From an optimization exercise on the open Yosys and OpenROAD flow, aimed at small area; shortcuts taken in it are not production practice.
Function was checked by simulation only, so behaviour that the tests miss may differ from the original.
Power and IR drop assume default switching activity.

==> design/flow/design.v <==
module pisb_sense (
    input  wire        clk,
    input  wire        rst,
    input  wire        start,
    input  wire [11:0] raw,
    output wire        ready,
    output reg         done,
    output reg  [31:0] v,
    output reg  [31:0] rawc,
    output reg  [31:0] filtc,
    output wire [31:0] filtf,
    output wire        led,
    output reg  [5:0]  cursor,
    output reg         filled
);
    localparam [27:0] Y_C    = 28'h0D33333 << 3;   
    localparam [27:0] Y_V0   = 28'h0A05BC0 << 3;   
    localparam [27:0] Y_V01  = 28'h0502DE0 << 3;   
    localparam [27:0] Y_V02  = 28'h02816F0 << 3;   
    localparam [27:0] Y_S    = 28'h089A027 << 3;   
    localparam [27:0] Y_5    = 28'h0A00000 << 3;   
    localparam [4:0] S_IDLE  = 5'd0,
                     S_WAITQ = 5'd1,
                     S_MUL0  = 5'd2,
                     S_MUL   = 5'd3,
                     S_NR    = 5'd4,
                     S_OVF   = 5'd5,
                     S_ALV   = 5'd6,
                     S_NEG   = 5'd7,
                     S_DIV   = 5'd8,
                     S_QLD   = 5'd9,
                     S_ADD0  = 5'd10,
                     S_ALN   = 5'd11,
                     S_STORE = 5'd12,
                     S_FC0   = 5'd13,
                     S_FC1   = 5'd14,
                     S_FCST  = 5'd15,
                     S_X90   = 5'd16,
                     S_DONE  = 5'd17;
    localparam [2:0] G_V   = 3'd0,    
                     G_D   = 3'd1,    
                     G_Q   = 3'd2,    
                     G_S   = 3'd3,    
                     G_FC  = 3'd4,    
                     G_X9  = 3'd5,    
                     G_F5  = 3'd6,    
                     G_F32 = 3'd7;    
    localparam [3:0] Y_ZERO = 4'd0,
                     Y_MULS = 4'd1,
                     Y_V0S  = 4'd2,
                     Y_DVS  = 4'd3,
                     Y_B    = 4'd4,
                     Y_RND  = 4'd5;
    reg [4:0]  state;
    reg [2:0]  stage;
    reg [5:0]  ph;
    reg [479:0] ring;
    reg [11:0] rq;
    reg        rqv;
    reg [5:0]  idx;
    reg        loopph, is_new, is_last, vfirst;
    reg [27:0] A;
    reg [26:0] B;
    reg [7:0]  E;
    reg        sA;
    reg        F;
    reg [6:0]  K;
    assign ready = (state == S_IDLE) && (ph == cursor);
    wire accept = start && ready && !rst;
    always @(posedge clk)
        ring <= {ring[467:0], accept ? raw : ring[479:468]};
    wire [11:0] head = ring[479:468];
    always @(posedge clk) begin
        if (rst) ph <= 6'd0;
        else     ph <= (ph == 6'd39) ? 6'd0 : ph + 6'd1;
    end
    wire [5:0] cnt      = filled ? 6'd40 : cursor;
    wire [5:0] idx_inc  = idx + 6'd1;
    wire [5:0] cur_cmp  = (cursor == 6'd0) ? 6'd40 : cursor;
    wire       fetch    = loopph && !rqv && (ph == idx) && (state != S_MUL);
    wire       valid    = filled || (cursor != 6'd0);
    reg  [5:0] cnt_n;
    reg  [2:0] cnt_bl;
    always @* begin
        if (cnt[5])      begin cnt_n = cnt;               cnt_bl = 3'd6; end
        else if (cnt[4]) begin cnt_n = {cnt[4:0], 1'b0};  cnt_bl = 3'd5; end
        else if (cnt[3]) begin cnt_n = {cnt[3:0], 2'b0};  cnt_bl = 3'd4; end
        else if (cnt[2]) begin cnt_n = {cnt[2:0], 3'b0};  cnt_bl = 3'd3; end
        else if (cnt[1]) begin cnt_n = {cnt[1:0], 4'b0};  cnt_bl = 3'd2; end
        else             begin cnt_n = {cnt[0],   5'b0};  cnt_bl = 3'd1; end
    end
    wire       sel32 = (stage == G_F32);
    wire [7:0] ea    = sel32 ? 8'd132 : filtc[30:23];
    wire       sB    = sel32 ? 1'b0 : filtc[31];
    wire       accnz = (filtc[30:23] != 8'd0);
    wire [26:0] bload = sel32 ? {1'b1, 26'd0} : {accnz, filtc[22:0], 3'b000};
    wire       Az    = (A == 28'd0);
    wire [31:0] pack = A[26] ? {sA, E, A[25:3]} : 32'd0;
    assign filtf = valid ? pack : 32'h42000000;
    wire   lt40  = filtc[31] || (filtc[30:23] < 8'd132) ||
                   ((filtc[30:23] == 8'd132) && (filtc[22:21] == 2'b00));
    assign led   = valid && lt40;
    reg        enA, invA, invY;
    reg [3:0]  ysel;
    reg [1:0]  amode;       
    reg        qdiv;        
    reg        aclr;        
    reg [1:0]  bmode;       
    reg [1:0]  ebase;       
    reg [7:0]  xe;
    reg        ecin;
    reg        eload, kload;
    reg [1:0]  kmode;       
    reg [4:0]  nstate;
    reg [2:0]  nstage;
    reg        sA_n, F_n;
    wire       inc = A[2] & (A[3] | A[1] | A[0] | F);
    reg  [27:0] yv;
    always @* begin
        case (ysel)
            Y_MULS: yv = rq[0] ? (loopph ? Y_C : {1'b0, B}) : 28'd0;
            Y_V0S:  yv = (E == 8'd126) ? Y_V0 : (E == 8'd127) ? Y_V01 : Y_V02;
            Y_DVS:  yv = (stage == G_Q)  ? Y_S :
                         (stage == G_FC) ? {1'b0, cnt_n, 21'd0} : Y_5;
            Y_B:    yv = {1'b0, B};
            Y_RND:  yv = {24'd0, inc, 3'd0};
            default: yv = 28'd0;
        endcase
    end
    wire [27:0] xa  = (enA ? A : 28'd0) ^ {28{invA}};
    wire [27:0] yx  = yv ^ {28{invY}};
    wire [28:0] sum = {1'b0, xa} + {1'b0, yx} + {28'd0, invA | invY};
    wire        cout = sum[28];
    reg  [27:0] An;
    always @* begin
        case (amode)
            2'd1:    An = {sum[28], sum[27:2], sum[1] | sum[0]};
            2'd2:    An = {(qdiv && cout) ? sum[26:0] : A[26:0], 1'b0};
            default: An = sum[27:0];
        endcase
        if (aclr) An[2:0] = 3'd0;
    end
    wire [7:0] ebv  = (ebase == 2'd1) ? ea : (ebase == 2'd2) ? 8'd0 : E;
    wire [7:0] eadd = ebv + xe + {7'd0, ecin};
    wire       effsub = sA ^ sB;
    wire       lz     = K[2];            
    task after_round;
        begin
            case (stage)
                G_V:  nstate = S_ALV;
                G_D:  begin nstate = S_DIV;  nstage = G_Q; kmode = 2'd1; end
                G_Q:  begin nstate = S_ADD0; nstage = G_S; end
                G_S:  nstate = S_STORE;
                G_FC: nstate = S_FCST;
                G_X9: begin nstate = S_DIV;  nstage = G_F5; kmode = 2'd1; end
                G_F5: begin nstate = S_ADD0; nstage = G_F32; end
                default: nstate = S_DONE;
            endcase
        end
    endtask
    task norm_round;
        begin
            if (A[27]) begin
                amode = 2'd1; xe = 8'd1;
            end else if (A[26] || Az) begin
                ysel = Y_RND; aclr = 1'b1; F_n = 1'b0;
                if (Az) sA_n = 1'b0;
                if (sum[27]) nstate = S_OVF;
                else after_round;
            end else begin
                amode = 2'd2; xe = 8'hFF;
            end
        end
    endtask
    always @* begin
        enA = 1'b1; invA = 1'b0; invY = 1'b0; ysel = Y_ZERO;
        amode = 2'd0; qdiv = 1'b0; aclr = 1'b0; bmode = 2'd0;
        ebase = 2'd0; xe = 8'd0; ecin = 1'b0; eload = 1'b1; kload = 1'b0;
        kmode = 2'd0; nstate = state; nstage = stage; sA_n = sA; F_n = F;
        case (state)
            S_IDLE: begin
                if (accept) begin
                    ebase = 2'd2; xe = 8'd116;
                    nstate = S_WAITQ; nstage = G_V;
                end
            end
            S_WAITQ: begin
                ebase = 2'd2; xe = 8'd116;
                if (rqv) nstate = S_MUL0;
            end
            S_MUL0: begin
                enA = 1'b0; ysel = Y_MULS; amode = 2'd1; xe = 8'd1;
                F_n = 1'b0;
                if (loopph) sA_n = 1'b0;
                nstate = S_MUL;
            end
            S_MUL: begin
                if (rq != 12'd0) begin
                    ysel = Y_MULS; amode = 2'd1; xe = 8'd1;
                end else
                    norm_round;
            end
            S_NR:  norm_round;
            S_OVF: begin
                amode = 2'd1; xe = 8'd1;
                after_round;
            end
            S_ALV: begin
                if (E < 8'd126) begin
                    amode = 2'd1; xe = 8'd1;
                end else begin
                    ysel = Y_V0S; invY = 1'b1; sA_n = 1'b0; nstage = G_D;
                    nstate = cout ? S_NR : S_NEG;
                end
            end
            S_NEG: begin
                invA = 1'b1; sA_n = ~sA; nstate = S_NR;
            end
            S_DIV: begin
                ysel = Y_DVS; invY = 1'b1; amode = 2'd2; qdiv = 1'b1;
                bmode = 2'd2; kmode = 2'd2;
                if (K >= 7'd26 && B[25]) nstate = S_QLD;
            end
            S_QLD: begin
                F_n = !Az; enA = 1'b0; ysel = Y_B;
                case (stage)
                    G_Q:     begin xe = lz ? 8'd8 : 8'd9; sA_n = ~sA; end
                    G_FC:    xe = lz ? 8'hFF : 8'd0;
                    default: xe = lz ? 8'hFD : 8'hFE;
                endcase
                nstate = S_NR;
            end
            S_ADD0: begin
                bmode = 2'd1;
                if (Az) begin
                    ebase = 2'd1; kmode = 2'd1;
                end else begin
                    xe = ~ea; ecin = 1'b1; eload = 1'b0; kload = 1'b1;
                end
                if (!sel32 && !accnz) nstate = S_STORE;
                else nstate = S_ALN;
            end
            S_ALN: begin
                if (!K[6] && K != 7'd0 && B[26:1] != 26'd0) begin
                    bmode = 2'd3; kmode = 2'd3;
                end else if (K[6]) begin
                    amode = 2'd1; xe = 8'd1; kmode = 2'd2;
                end else begin
                    ysel = Y_B; invY = effsub;
                    nstate = (effsub && !cout) ? S_NEG : S_NR;
                end
            end
            S_STORE: begin
                ebase = 2'd2; xe = 8'd116; nstage = G_V;
                if (is_last) nstate = S_FC0;
                else if (rqv) nstate = S_MUL0;
                else nstate = S_WAITQ;
            end
            S_FC0: begin
                bmode = 2'd1; sA_n = sB;
                ebase = 2'd1; xe = 8'd1 - {5'd0, cnt_bl};
                if (!accnz) begin
                    enA = 1'b0; sA_n = 1'b0; nstage = G_F32; nstate = S_ADD0;
                end else
                    nstate = S_FC1;
            end
            S_FC1: begin
                enA = 1'b0; ysel = Y_B; kmode = 2'd1; nstage = G_FC;
                nstate = S_DIV;
            end
            S_FCST: nstate = S_X90;
            S_X90: begin
                bmode = 2'd1; ebase = 2'd1; nstage = G_X9; nstate = S_MUL0;
            end
            S_DONE: nstate = S_IDLE;
            default: nstate = S_IDLE;
        endcase
    end
    always @(posedge clk) begin
        A  <= An;
        sA <= sA_n;
        F  <= F_n;
        if (eload) E <= eadd;
        if (kload) K <= eadd[6:0];
        else case (kmode)
            2'd1: K <= 7'd0;
            2'd2: K <= K + 7'd1;
            2'd3: K <= K - 7'd1;
            default: ;
        endcase
        case (bmode)
            2'd1: B <= bload;
            2'd2: B <= {B[25:0], cout};
            2'd3: B <= {1'b0, B[26:2], B[1] | B[0]};
            default: ;
        endcase
        stage <= nstage;
        if (fetch)
            rq <= head;
        else if (state == S_X90)
            rq <= 12'd9;
        else if (state == S_MUL0 || (state == S_MUL && rq != 12'd0))
            rq <= {1'b0, rq[11:1]};
        if (accept) begin
            idx    <= 6'd0;
            loopph <= 1'b1;
            rqv    <= 1'b0;
        end else begin
            if (fetch)
                rqv <= 1'b1;
            if (state == S_MUL0 && loopph) begin
                rqv     <= 1'b0;
                idx     <= idx_inc;
                is_new  <= (idx_inc == cur_cmp);
                is_last <= (idx_inc == cnt);
            end
            if (state == S_STORE && is_last)
                loopph <= 1'b0;
        end
        vfirst <= (nstate == S_ALV) && (state != S_ALV);
    end
    always @(posedge clk) begin
        if (rst) begin
            state  <= S_IDLE;
            done   <= 1'b0;
            v      <= 32'd0;
            rawc   <= 32'd0;
            filtc  <= 32'd0;
            cursor <= 6'd0;
            filled <= 1'b0;
        end else begin
            state <= nstate;
            done  <= (state == S_DONE);
            if (accept) begin
                if (cursor == 6'd39) begin
                    cursor <= 6'd0;
                    filled <= 1'b1;
                end else
                    cursor <= cursor + 6'd1;
                filtc  <= 32'd0;
            end
            if (state == S_ALV && vfirst && is_new)
                v <= {1'b0, pack[30:0]};
            if (state == S_ADD0 && stage == G_S && is_new)
                rawc <= pack;
            if (state == S_STORE || state == S_FCST)
                filtc <= pack;
        end
    end
endmodule
==> design/flow/run.sh <==
#!/bin/bash
# synth_recipe.tcl (not shown) runs the flow's synth.tcl, then flattens the netlist and writes it again
# the make line also repeats each setting of config.mk as NAME=value (left out here)
make -C /OpenROAD-flow-scripts/flow DESIGN_CONFIG=/design/flow/config.mk WORK_HOME=/design/flow/orfs CLKGATE_MAP_FILE= SYNTH_SCRIPT=/design/flow/synth_recipe.tcl finish
==> design/flow/config.mk <==
export PLATFORM = sky130hd
export DESIGN_NAME = pisb_sense
export DESIGN_NICKNAME = pisb_sense
export VERILOG_FILES = /design/flow/design.v
export SDC_FILE = /design/flow/constraint.sdc
export NUM_CORES = 4
export LEC_CHECK = 0
export CAP_MARGIN = 20
export CORE_MARGIN = 2
export CORE_UTILIZATION = 35
export SLEW_MARGIN = 20
==> design/flow/constraint.sdc <==
create_clock -name core_clock -period 25.0 [get_ports {clk}]
set_input_delay 5.0000 -clock core_clock [delete_from_list [all_inputs] [get_ports {clk}]]
set_output_delay 5.0000 -clock core_clock [all_outputs]
set_load 0.01 [all_outputs]
==> load_flow_metrics.sql <==
INSERT INTO impl_metrics (metric_group, metric, value, unit) VALUES
('global_routing', 'grt_use_total', '0.183', ''),
('clock_tree', 'clk_root_buffer_cell', 'clkbuf_16', ''),
('synthesis', 'largest_cells_by_area_after_synthesis', 'dfxtp_1 53%, edfxtp_1 7.7%, a21oi_1 3.9%', ''),
('finish', 'most-common-layout-cells', '630 x dfxtp_1, 242 x nand2_1, 187 x a21oi_1, 176 x nand3_1, 150 x clkdlybuf4s50_1', ''),
('finish', 'flow.area_growth_from_synthesis', '20.1', '%'),
('timing', 'slew_headroom', '0.286', ''),
('timing', 'crit_path_setup_slack_layout', '16.19', 'ns'),
('clock_tree', 'clock_sinks', '692', ''),
('synthesis', 'synth-edff-count', '61', ''),
('finish', 'drive_above_1_share', '0.0766', ''),
('synthesis', 'syn_area', '23800', 'sq um'),
('die', 'floorplan.die_area', '70000', 'sq um'),
('route', 'routedWlPerCell', '19.3', 'microns'),
('timing', 'slew_worst_pin', '1.06', 'ns'),
('die', 'start_util', '0.354', ''),
('placed_design', 'preCtsSetupSlack', '16.00', 'ns'),
('route', 'detail_route.drc_violations', '0', ''),
('setup_path', 'setup.worst_path.class', 'register to register', ''),
('clock_tree', 'cts_hold_buffers', '0', ''),
('clock_tree', 'ctsResizeCount', '0', ''),
('finish', 'most_frequent_standard_cell_in_the_layout_excluding_fill_and_tap_cells', 'dfxtp_1', ''),
('placed_design', 'place.port_buffers', '151', ''),
('synthesis', 'ffs_latches_synth', '692', ''),
('global_routing', 'grt-ovfl-total', '0', ''),
('setup_path', 'cp_slowest_cell', 'dfxtp_1', ''),
('global_routing', 'largest_net_degree_at_the_start_of_global_routing', '102', ''),
('synthesis', 'netlist-cell-type-count', '83', ''),
('synthesis', 'most_used_flip_flop_cell_after_synthesis', 'dfxtp_1', ''),
('timing', 'layout_worst_path_cycle_share', '0.353', ''),
('pwr', 'leakage', '0.0110', 'uW'),
('clock_tree', 'htree_levels', '3', ''),
('clock_tree', 'clk_pin_slew_worst_paths', '0.06', 'ns'),
('timing', 'hold_ws', '0.284', 'ns'),
('synthesis', 'share_of_the_synthesized_area_in_compound_gates_ao_oa_aoi_oai', '0.128', ''),
('timing', 'unrepaired_setup_endpoints_after_global_routing', 'no', ''),
('setup_path', 'worst_ep_arrival', '9.16', 'ns'),
('route', 'dr_total_vias', '17500', ''),
('min_path', 'min_path_type', 'register to register', ''),
('clock_tree', 'postCtsSetupRepairBufs', '0', ''),
('timing', 'count_of_final_setup_violators', '0', ''),
('synthesis', 'area_share_of_fa_ha_maj_cells_after_synthesis', '0.0295', ''),
('finish', 'n_fill_cell', '6263', ''),
('status', 'outcome', 'no timing/DRC/antenna violations', ''),
('clock_tree', 'ctsLongestPathBuffers', '3', ''),
('synthesis', 'synthesis.nets', '2381', ''),
('clock_tree', 'cts_buffers', '71', ''),
('synthesis', 'post_synthesis_simple_gate_area_fraction', '0.144', ''),
('setup_path', 'worstSetupStartpointType', 'register', ''),
('clock_tree', 'cts_tree', 'yes', ''),
('placed_design', 'place_congestion', '0.932', ''),
('placed_design', 'dp.final_hpwl', '44600', 'microns'),
('synthesis', 'synth.mux.area_fraction', '0.00989', ''),
('global_routing', 'grt_pass1_vias', '16900', ''),
('run', 'maximum_capacitance_violations', '0', ''),
('setup_path', 'worstPathMaxFanout', '23', ''),
('finish', 'finish.net_count', '2492', ''),
('die', 'chipWidth', '265', 'microns'),
('synthesis', 'postSynth.asyncResetShare', '0', ''),
('synthesis', 'synth_top_area_frac', '0.531', ''),
('finish', 'antenna_cells', '0', ''),
('finish', 'sequential_cell_area', '14500', 'sq um'),
('synthesis', 'postSynthCellCount', '2313', ''),
('pwr', 'powerDensity', '116', 'nW/um^2'),
('finish', 'multi_input_comb_area', '8470', 'sq um'),
('timing', 'final_period_minus_worst_setup_slack', '8.81', 'ns'),
('synthesis', 'synth_warnings', '1', ''),
('synthesis', 'synth_area_leader_cell', 'dfxtp_1', ''),
('setup_path', 'kind_of_end_point_of_the_critical_path', 'register', ''),
('synthesis', 'portion_of_the_post_synthesis_area_used_by_sequential_elements', '0.608', ''),
('synthesis', 'synth_xor_xnor_area_share', '0.0431', ''),
('die', 'floorplan.rows', '95', '');
worst max-delay path, delay by kind of cell, from the launching register on:
kind | cells | cell delay, ns
xor+xnor | 2 | 0.60
simple gates | 8 | 2.22
compound gates | 12 | 2.70
mux | 1 | 0.31
fa+ha+maj | 3 | 1.10
buf+inv | 2 | 0.77
flops | 1 | 0.82
through the flow:
step           power, uW  utilization  area, sq um  std cells
5_1_grt             3480        0.425        28600       3352
6_report            3310        0.425        28600       3352
4_1_cts             3330        0.425        28600       3352
2_1_floorplan       1960            -        23800       2313
3_3_place_gp        2220        0.388        26000       3224
3_5_place_dp        2230        0.388        26000       3224
where the power goes:
part,internal [uW],leakage [uW],switching (uW)
Sequential,1340,0.00571,148
Combinational,270,0.00405,454
Clock,634,0.00122,456
Yosys cell counts, drive strengths merged (6+ instances only):
cell type / instances
dfxtp: 631
nand2: 242
a21oi: 187
nand3: 177
nor2: 143
clkbuf: 114
o21ai: 103
xnor2: 90
inv: 76
edfxtp: 61
ha: 48
nor3: 32
buf: 27
xor2: 27
a222oi: 23
nor4: 22
a221oi: 21
a21o: 17
nor2b: 16
and3: 15
nand4: 15
nand2b: 14
or3: 14
a211oi: 13
a31oi: 12
mux2: 12
o31ai: 12
a22o: 10
and2: 10
mux2i: 10
or2: 8
a21boi: 7
o221ai: 7
or4: 7
a221o: 6
o2111ai: 6
o21a: 6
o22ai: 6
sequential cells by signal, summed over array words and instances (netlist names), 7 cells and up:
signal  cells
ring      480
rawc       32
E           8
rq         12
B          27
K           7
filtc      32
v          31
A          28
cell families (layout without fill, tap and decap cells):
kind of cell               count (synthesis)  in the layout
muxes                                     22             22
DFF                                      692            692
and+or+nand+nor                          731            731
buffers and inverters                    219            385
AOI/OAI and AO/OA                        478            478
other                                      1              1
xor gates and xnor gates                 117            117
adders and majority gates                 53             53
metal layers:
| layer | vias to the layer above | part of all wire | track usage |
|---|---|---|---|
| met5 | - | 0 | 0 |
| met4 | 0 | 0.032 | 0.0697 |
| met3 | 135 | 0.069 | 0.0330 |
| met2 | 708 | 0.45 | 0.287 |
| met1 | 8345 | 0.45 | 0.253 |
| li1 | 8287 | - | - |
worst paths after layout:
check,from,to,cells after the start,slack (ns)
max,state[0],K[6],28,16.19
min,ring[24],ring[36],0,0.28
max reg2reg,state[0],K[6],28,16.19
min reg2reg,ring[24],ring[36],0,0.28
final cells by class:
class                      instances  share of cell area
multi-input combinational       1402               0.297
sequential                       692               0.507
clock buffer                     100              0.0724
inverter                          78              0.0103
tap                              873              0.0382
clock inverter                    28              0.0157
timing repair buffer             179              0.0602

## re-timing with driven ports
Ports are ideal in the flow. The routed layout listed here was re-timed in OpenROAD.
Step 1 sets driving cells, clkbuf_16 on the clock port and buf_2 on the other inputs (assumed; they add their load-dependent delay and slew).
Step 2, shift: input delay + t, output delay - t, t = (earliest + latest rising clock arrival at the registers) / 2. This alone moves slack from input paths to output paths.
a / b / c = ideal / step 1 / step 2; a / b = the first two.
shift t [ns]: 0.664
setup WS [ns]: 16.188 / 16.188 / 15.950
worst slew at a driven data input, ns: 0.04
After both steps setup and hold are still met in this run. The setup slack of this run moves by 0.000 ns with the drivers and by -0.238 ns with both steps.
